This is an optimization exercise on Yosys and OpenROAD, whose aim is small area, a short achievable clock period and few clock cycles, not a production implementation. No activity file was given, so power comes from the tool's default toggle rates.

## maple
==> flow/design.v <==
module pm25_codec (
    input  wire         clk,
    input  wire         rst,         
    input  wire         req_valid,
    input  wire [31:0]  req_word,
    input  wire [5:0]   req_nops,    
    input  wire [255:0] req_ops,     
    output wire         busy,
    input  wire         rx_valid,
    input  wire [1:0]   rx_kind,     
    input  wire [7:0]   rx_byte,
    output wire         rx_ready,
    output reg  [2:0]   st,
    output reg  [1:0]   rop,
    output wire [7:0]   nrx,
    output reg          len_vld,
    output wire [15:0]  lenf_r,
    output reg          lmatch,
    output reg          csc_vld,
    output wire [15:0]  csc,
    output reg          csr_vld,
    output reg  [15:0]  csr,
    output wire [5:0]   flen,
    output wire [255:0] fbuf,
    output reg          cbuf_vld,
    output wire [55:0]  cbuf
);
    localparam [2:0] ST_OK      = 3'd0,
                     ST_TIMEOUT = 3'd1,
                     ST_LENMIS  = 3'd2,
                     ST_CSUM    = 3'd3,
                     ST_TERR    = 3'd4,
                     ST_ILLEGAL = 3'd6,
                     ST_NONE    = 3'd7;
    reg         s_h0, s_h1, s_lh, s_ll, s_bd;    
    reg         s_en;                            
    reg         s_vs, s_vc;                      
    reg         busy_r;      
    reg         busy_o;      
    reg         busy_n;      
    reg         rxr;         
    reg         pol;         
    reg  [5:0]  tg;          
    reg  [5:0]  em4;         
    reg         tl;          
    reg         lastr;       
    reg  [5:0]  idx;         
    reg         fsy;         
    reg         fsyn;        
    reg  [6:0]  cnt;         
    reg  [12:0] acc;         
    reg         cscz;        
    reg  [239:0] fb;         
    reg  [23:0] cbd;         
    reg  [9:0]  cck;         
    reg         cv1, cv0;    
    reg  [255:0] vsr;        
    reg  [3:0]  vm;          
    reg         vl;          
    reg  [8:0]  s01, s23;    
    assign busy     = busy_o;
    assign rx_ready = rxr;
    assign nrx      = {busy_n, cnt};
    assign flen     = idx;
    assign csc      = {cscz, cscz, cscz, acc};
    assign fbuf[7:0]    = {fsyn, fsy, fsyn, fsyn, fsyn, fsyn, fsy, fsyn};   
    assign fbuf[15:8]   = {fsyn, fsy, fsyn, fsyn, fsy, fsy, fsyn, fsy};     
    assign fbuf[255:16] = fb;
    assign lenf_r = {fb[7:0], fb[15:8]};
    assign cbuf[7:0]   = {cv0, cv1, cv0, cv0, cv0, cv0, cv1, cv0};         
    assign cbuf[15:8]  = {cv0, cv1, cv0, cv0, cv1, cv1, cv0, cv1};         
    assign cbuf[39:16] = cbd;
    assign cbuf[47:40] = {cv0, cv0, cv0, cv0, cv0, cv0, cck[9:8]};
    assign cbuf[55:48] = cck[7:0];
    wire [3:0]  w_op    = req_word[3:0];
    wire [7:0]  w_arg8  = req_word[15:8];
    wire [15:0] w_arg16 = req_word[31:16];
    wire a_le32  = (w_arg8[7:6] == 2'b00) && (!w_arg8[5] || (w_arg8[4:0] == 5'd0));
    wire a_ge6   = (w_arg8[7:3] != 5'd0) || (w_arg8[2:1] == 2'b11);
    wire a_ge2   = (w_arg8[7:1] != 7'd0);
    wire sync_ok = (w_op == 4'h1) && (req_word[7:5] == 3'b000) &&
                   (w_arg16 == 16'h0000) && a_ge6 && a_le32;
    wire enc_ok  = (w_op == 4'h2) && (req_word[7:4] == 4'h0);
    wire ver_ok  = (w_op == 4'h3) && (req_word[7:4] == 4'h0) &&
                   (w_arg16 == 16'h0000) && a_ge2 && a_le32 &&
                   ({2'b00, req_nops} == w_arg8);
    wire [9:0]  enc_sum = 10'h08F + {2'b00, cbd[7:0]} + {2'b00, cbd[15:8]} +
                          {2'b00, cbd[23:16]};
    wire take = req_valid && !busy_r;
    wire        rv    = rx_valid;
    wire        fire  = rx_valid && rxr;
    wire        isb   = (rx_kind == 2'd0);
    wire        istmo = (rx_kind == 2'd1);
    wire        b42   = (rx_byte == 8'h42);
    wire        b4d   = (rx_byte == 8'h4D);
    wire        bz    = (rx_byte == 8'h00);
    wire        at2e  = (cnt == {tg, 1'b0});    
    wire        at2e1 = (cnt == {tg, 1'b1});    
    wire        hunt  = s_h0 || s_h1;
    wire        stor  = s_lh || s_ll || s_bd;   
    wire        hi0   = (fb[7:0] == 8'h00);
    wire        lm    = hi0 && (rx_byte == {2'b00, em4});
    reg         blt;
    integer     k;
    always @(*) begin
        blt = 1'b0;
        for (k = 0; k < 6; k = k + 1)
            blt = (!rx_byte[k] && em4[k]) || (!(rx_byte[k] ^ em4[k]) && blt);
    end
    wire        lless = hi0 && (rx_byte[7:6] == 2'b00) && blt;
    wire [5:0]  tbody = tl ? (fb[13:8] + 6'd4) : tg;
    wire        ckhi  = (acc[12:8] == csr[4:0]) && (csr[7:5] == 3'd0);
    wire        ckok  = ckhi && (rx_byte == acc[7:0]);
    wire        h0end = !b42 && at2e;                        
    wire        h1end = !b4d && (at2e1 || (!b42 && at2e));   
    wire        llgo  = pol ? !(hi0 && bz) : lm;             
    wire        lastl = pol && hi0 && bz;                    
    wire        tmo   = (s_h0 && h0end) || (s_h1 && h1end);
    wire        lmis  = s_ll && !pol && !lm;
    wire        ckend = (s_ll && lastl) || (s_bd && lastr);
    wire        bend  = tmo || (s_ll && !llgo) || (s_bd && lastr);
    wire        sdone = !isb || bend;                        
    wire [2:0]  sst   = !isb  ? (istmo ? ST_TIMEOUT : ST_TERR) :
                        tmo   ? ST_TIMEOUT :
                        lmis  ? ST_LENMIS :
                        ckok  ? ST_OK : ST_CSUM;
    wire [7:0]  v0 = vm[0] ? vsr[7:0]   : 8'd0;
    wire [7:0]  v1 = vm[1] ? vsr[15:8]  : 8'd0;
    wire [7:0]  v2 = vm[2] ? vsr[23:16] : 8'd0;
    wire [7:0]  v3 = vm[3] ? vsr[31:24] : 8'd0;
    wire [12:0] vacc = acc + {4'd0, s01} + {4'd0, s23};
    wire [15:0] q1 = {3'd0, acc}, q2 = {7'd0, s01}, q3 = {7'd0, s23};
    wire [15:0] qs = q1 ^ q2 ^ q3;
    wire [15:0] qc = {(q1[14:0] & q2[14:0]) | (q1[14:0] & q3[14:0]) | (q2[14:0] & q3[14:0]), 1'b0};
    wire [15:0] qneed = qs ^ qc ^ csr;
    wire [15:0] qgen  = (qs & qc) | ((qs | qc) & ~csr);
    wire        veq   = (qneed == {qgen[14:0], 1'b0});
    reg  [15:0] vcsr;
    always @(*) begin
        case (tg[2:0])
            3'd2:    vcsr = {vsr[7:0],   vsr[15:8]};
            3'd3:    vcsr = {vsr[15:8],  vsr[23:16]};
            3'd4:    vcsr = {vsr[23:16], vsr[31:24]};
            3'd5:    vcsr = {vsr[31:24], vsr[39:32]};
            default: vcsr = {vsr[39:32], vsr[47:40]};
        endcase
    end
    always @(posedge clk) begin
        if (rst) begin
            {s_h0, s_h1, s_lh, s_ll, s_bd, s_en, s_vs, s_vc} <= 8'd0;
            busy_r   <= 1'b0;
            busy_o   <= 1'b0;
            busy_n   <= 1'b0;
            rxr      <= 1'b0;
            st       <= ST_NONE;
            rop      <= 2'd0;
            cnt      <= 7'd0;
            idx      <= 6'd0;
            fsy      <= 1'b0;
            fsyn     <= 1'b1;
            len_vld  <= 1'b0;
            csc_vld  <= 1'b0;
            cscz     <= 1'b1;
            csr_vld  <= 1'b0;
            cbuf_vld <= 1'b0;
            cv1      <= 1'b0;
            cv0      <= 1'b1;
        end else if (!busy_r) begin
            if (req_valid) begin
                len_vld <= 1'b0;
                csc_vld <= 1'b0;
                cscz    <= 1'b1;
                csr_vld <= 1'b0;
                cnt     <= 7'd0;
                s_h0    <= sync_ok;
                s_en    <= enc_ok;
                s_vs    <= ver_ok;
                rop     <= sync_ok ? 2'd1 : enc_ok ? 2'd2 : ver_ok ? 2'd3 : 2'd0;
                if (enc_ok)
                    st  <= ST_OK;
                rxr     <= sync_ok;
                busy_r  <= sync_ok || enc_ok || ver_ok;
                busy_o  <= sync_ok || enc_ok || ver_ok;
                busy_n  <= sync_ok || enc_ok || ver_ok;
                if (sync_ok) begin
                    idx  <= 6'd0;
                    fsy  <= 1'b0;
                    fsyn <= 1'b1;
                end
                if (!(sync_ok || enc_ok || ver_ok))
                    st  <= ST_ILLEGAL;
            end
        end else if (rxr) begin
            if (rv) begin
                cnt  <= cnt + 7'd1;
                s_h0 <= isb && (s_h0 ? (!b42 && !at2e) :
                                s_h1 && !b4d && !b42 && !at2e1 && !at2e);
                s_h1 <= isb && (s_h0 ? b42 : s_h1 && b42 && !at2e1);
                s_lh <= isb && s_h1 && b4d;
                s_ll <= isb && s_lh;
                s_bd <= isb && (s_ll ? llgo : s_bd && !lastr);
                if (sdone) begin
                    busy_r <= 1'b0;
                    busy_o <= 1'b0;
                    busy_n <= 1'b0;
                    rxr    <= 1'b0;
                    st     <= sst;
                end
                if (isb && s_ll)
                    len_vld <= 1'b1;
                if (isb && ckend) begin
                    csc_vld <= 1'b1;
                    cscz    <= 1'b0;
                    csr_vld <= 1'b1;
                end
                if (isb && stor)
                    idx <= idx + 6'd1;
                if (isb && s_h1 && b4d) begin
                    idx  <= 6'd2;
                    fsy  <= 1'b1;
                    fsyn <= 1'b0;
                end
            end
        end else if (s_en) begin
            s_en     <= 1'b0;
            busy_r   <= 1'b0;
            busy_o   <= 1'b0;
            busy_n   <= 1'b0;
            cbuf_vld <= 1'b1;
            cv1      <= 1'b1;
            cv0      <= 1'b0;
            csc_vld  <= 1'b1;
            cscz     <= 1'b0;
        end else if (s_vs) begin
            if (vl) begin
                s_vs <= 1'b0;
                s_vc <= 1'b1;
            end
        end else begin
            s_vc    <= 1'b0;
            busy_r  <= 1'b0;
            busy_o  <= 1'b0;
            busy_n  <= 1'b0;
            csc_vld <= 1'b1;
            cscz    <= 1'b0;
            csr_vld <= 1'b1;
            st      <= veq ? ST_OK : ST_CSUM;
        end
    end
    always @(posedge clk) begin
        if (!busy_r) begin
            if (req_valid) begin
                tg  <= w_arg8[5:0];
                em4 <= w_arg8[5:0] - 6'd4;
                pol <= req_word[4];
                acc <= 13'd0;
                s01 <= 9'd0;
                s23 <= 9'd0;
                vm  <= {w_arg8[5:0] >= 6'd6, w_arg8[5:0] >= 6'd5,
                        w_arg8[5:0] >= 6'd4, w_arg8[5:0] >= 6'd3};
                vl  <= (w_arg8[5:0] <= 6'd6);
            end
        end else if (rxr) begin
            if (rv) begin
                csr <= {csr[7:0], rx_byte};
                if (hunt)
                    acc <= 13'h042;
                else if (stor && !(s_bd && lastr))
                    acc <= acc + {5'd0, csr[7:0]};
                if (s_ll) begin
                    tl     <= pol && lless;
                    lastr  <= pol && hi0 && (rx_byte == 8'h01);
                    lmatch <= lm;
                end
                if (s_bd)
                    lastr <= (idx + 6'd2 == tbody);
            end
            if (s_bd)
                tg <= tbody;
        end else if (s_en) begin
            acc <= {3'd0, enc_sum};
        end else begin
            tg  <= tg - 6'd4;
            acc <= vacc;
            s01 <= {1'b0, v0} + {1'b0, v1};
            s23 <= {1'b0, v2} + {1'b0, v3};
            vm  <= {tg >= 6'd10, tg >= 6'd9, tg >= 6'd8, tg >= 6'd7};
            vl  <= (tg <= 6'd10);
            if (s_vs)
                csr <= vcsr;
        end
    end
    always @(posedge clk) begin
        if (take && enc_ok)
            cbd <= {w_arg16[7:0], w_arg16[15:8], w_arg8};
        if (s_en)
            cck <= enc_sum;
    end
    genvar g;
    generate
        for (g = 2; g < 32; g = g + 1) begin : g_fb
            always @(posedge clk)
                if (stor && idx[4:0] == g)
                    fb[8*g-9:8*g-16] <= rx_byte;
        end
    endgenerate
    always @(posedge clk) begin
        vsr[255:224] <= req_ops[255:224];
        if (s_vs)
            vsr[223:0] <= vsr[255:32];
        else
            vsr[223:0] <= req_ops[223:0];
    end
endmodule
clock: 10.0 ns
lec_check: 0
cap_margin: 35
core_margin: 2
core_utilization: 50
cts_buf_list: sky130_fd_sc_hd__clkbuf_8
slew_margin: 20
standard.sh (not shown) runs the stock make flow with config.mk's settings and CLKGATE_MAP_FILE= SYNTH_SCRIPT=/design/flow/synth_recipe.tcl, a recipe that flattens the netlist after the stock synthesis.
==> flow/flow/run.sh <==
#!/bin/bash
set -euo pipefail
export BUFFER_PORTS_ARGS="-buffer_cell sky130_fd_sc_hd__buf_1"
export SETUP_SLACK_MARGIN=6.6
bash standard.sh > standard.log 2>&1
## Diff of input files: birch against maple
--- a/flow/design.v
+++ b/flow/design.v
@@ -172,26 +172,25 @@
                 cscz    <= 1'b1;
                 csr_vld <= 1'b0;
                 cnt     <= 7'd0;
                 s_h0    <= sync_ok;
                 s_en    <= enc_ok;
                 s_vs    <= ver_ok;
-                rop     <= sync_ok ? 2'd1 : enc_ok ? 2'd2 : ver_ok ? 2'd3 : 2'd0;
-                if (enc_ok)
-                    st  <= ST_OK;
                 rxr     <= sync_ok;
                 busy_r  <= sync_ok || enc_ok || ver_ok;
                 busy_o  <= sync_ok || enc_ok || ver_ok;
                 busy_n  <= sync_ok || enc_ok || ver_ok;
                 if (sync_ok) begin
                     idx  <= 6'd0;
                     fsy  <= 1'b0;
                     fsyn <= 1'b1;
                 end
-                if (!(sync_ok || enc_ok || ver_ok))
+                if (!(sync_ok || enc_ok || ver_ok)) begin
                     st  <= ST_ILLEGAL;
+                    rop <= 2'd0;
+                end
             end
         end else if (rxr) begin
             if (rv) begin
                 cnt  <= cnt + 7'd1;
                 s_h0 <= isb && (s_h0 ? (!b42 && !at2e) :
                                 s_h1 && !b4d && !b42 && !at2e1 && !at2e);
@@ -202,12 +201,13 @@
                 if (sdone) begin
                     busy_r <= 1'b0;
                     busy_o <= 1'b0;
                     busy_n <= 1'b0;
                     rxr    <= 1'b0;
                     st     <= sst;
+                    rop    <= 2'd1;
                 end
                 if (isb && s_ll)
                     len_vld <= 1'b1;
                 if (isb && ckend) begin
                     csc_vld <= 1'b1;
                     cscz    <= 1'b0;
@@ -228,12 +228,14 @@
             busy_n   <= 1'b0;
             cbuf_vld <= 1'b1;
             cv1      <= 1'b1;
             cv0      <= 1'b0;
             csc_vld  <= 1'b1;
             cscz     <= 1'b0;
+            st       <= ST_OK;
+            rop      <= 2'd2;
         end else if (s_vs) begin
             if (vl) begin
                 s_vs <= 1'b0;
                 s_vc <= 1'b1;
             end
         end else begin
@@ -242,27 +244,22 @@
             busy_o  <= 1'b0;
             busy_n  <= 1'b0;
             csc_vld <= 1'b1;
             cscz    <= 1'b0;
             csr_vld <= 1'b1;
             st      <= veq ? ST_OK : ST_CSUM;
+            rop     <= 2'd3;
         end
     end
     always @(posedge clk) begin
         if (!busy_r) begin
-            if (req_valid) begin
-                tg  <= w_arg8[5:0];
-                em4 <= w_arg8[5:0] - 6'd4;
-                pol <= req_word[4];
+            tg  <= w_arg8[5:0];
+            em4 <= w_arg8[5:0] - 6'd4;
+            pol <= req_word[4];
+            if (req_valid)
                 acc <= 13'd0;
-                s01 <= 9'd0;
-                s23 <= 9'd0;
-                vm  <= {w_arg8[5:0] >= 6'd6, w_arg8[5:0] >= 6'd5,
-                        w_arg8[5:0] >= 6'd4, w_arg8[5:0] >= 6'd3};
-                vl  <= (w_arg8[5:0] <= 6'd6);
-            end
         end else if (rxr) begin
             if (rv) begin
                 csr <= {csr[7:0], rx_byte};
                 if (hunt)
                     acc <= 13'h042;
                 else if (stor && !(s_bd && lastr))
@@ -279,21 +276,29 @@
                 tg <= tbody;
         end else if (s_en) begin
             acc <= {3'd0, enc_sum};
         end else begin
             tg  <= tg - 6'd4;
             acc <= vacc;
-            s01 <= {1'b0, v0} + {1'b0, v1};
-            s23 <= {1'b0, v2} + {1'b0, v3};
-            vm  <= {tg >= 6'd10, tg >= 6'd9, tg >= 6'd8, tg >= 6'd7};
-            vl  <= (tg <= 6'd10);
             if (s_vs)
                 csr <= vcsr;
         end
     end
     always @(posedge clk) begin
+        s01 <= s_vs ? {1'b0, v0} + {1'b0, v1} : 9'd0;
+        s23 <= s_vs ? {1'b0, v2} + {1'b0, v3} : 9'd0;
+        if (busy_r) begin
+            vm <= {tg >= 6'd10, tg >= 6'd9, tg >= 6'd8, tg >= 6'd7};
+            vl <= (tg <= 6'd10);
+        end else begin
+            vm <= {w_arg8[5:0] >= 6'd6, w_arg8[5:0] >= 6'd5,
+                   w_arg8[5:0] >= 6'd4, w_arg8[5:0] >= 6'd3};
+            vl <= (w_arg8[5:0] <= 6'd6);
+        end
+    end
+    always @(posedge clk) begin
         if (take && enc_ok)
             cbd <= {w_arg16[7:0], w_arg16[15:8], w_arg8};
         if (s_en)
             cck <= enc_sum;
     end
     genvar g;
[summary]
birch | status: complete | timing, DRC, antenna: pass
Cell area | birch vs maple | birch smaller
From maple to birch the numbers moved as follows: met1 usage +0.32 points, time the final worst path needs with I/O delays and setup +97 ps, area enclosed by the die boundary lower, leakage dissipation has increased, arithmetic-cell share of the synthesized area counting full adders, half adders and majority gates level.
Lower setup slack after layout was reported by birch, not maple.
No run of this note included a check of the RTL's function; only the layout flow was run.

[afterwards: timing with drivers on the ports]
The results above use ideal ports. As a check the final layouts listed here were re-extracted and re-timed, cells and wires unchanged.
Step 1: set_driving_cell puts a clkbuf_16 on clk and a buf_2 on each other input, an assumption about the parent block.
Step 2 adds t to the input delays and takes it off the output delays; t is the mean of the earliest and latest rising clock arrival at the registers after step 1. Input paths then give back, and output paths get back, about the clock's delay inside the block.
Three values: no drivers, after step 1, after step 2; two values: the first two.
run | t (ns) | setup slack, ns | cell pins on the clock port's net
maple | 0.744 | 6.470 / 6.413 / 5.669 | 1
birch | 0.746 | 6.373 / 6.352 / 5.606 | 1
After both steps every run listed still meets setup and hold. For maple, which loses most, drivers alone change the setup slack by -0.057 ns; drivers and shift together by -0.801 ns.
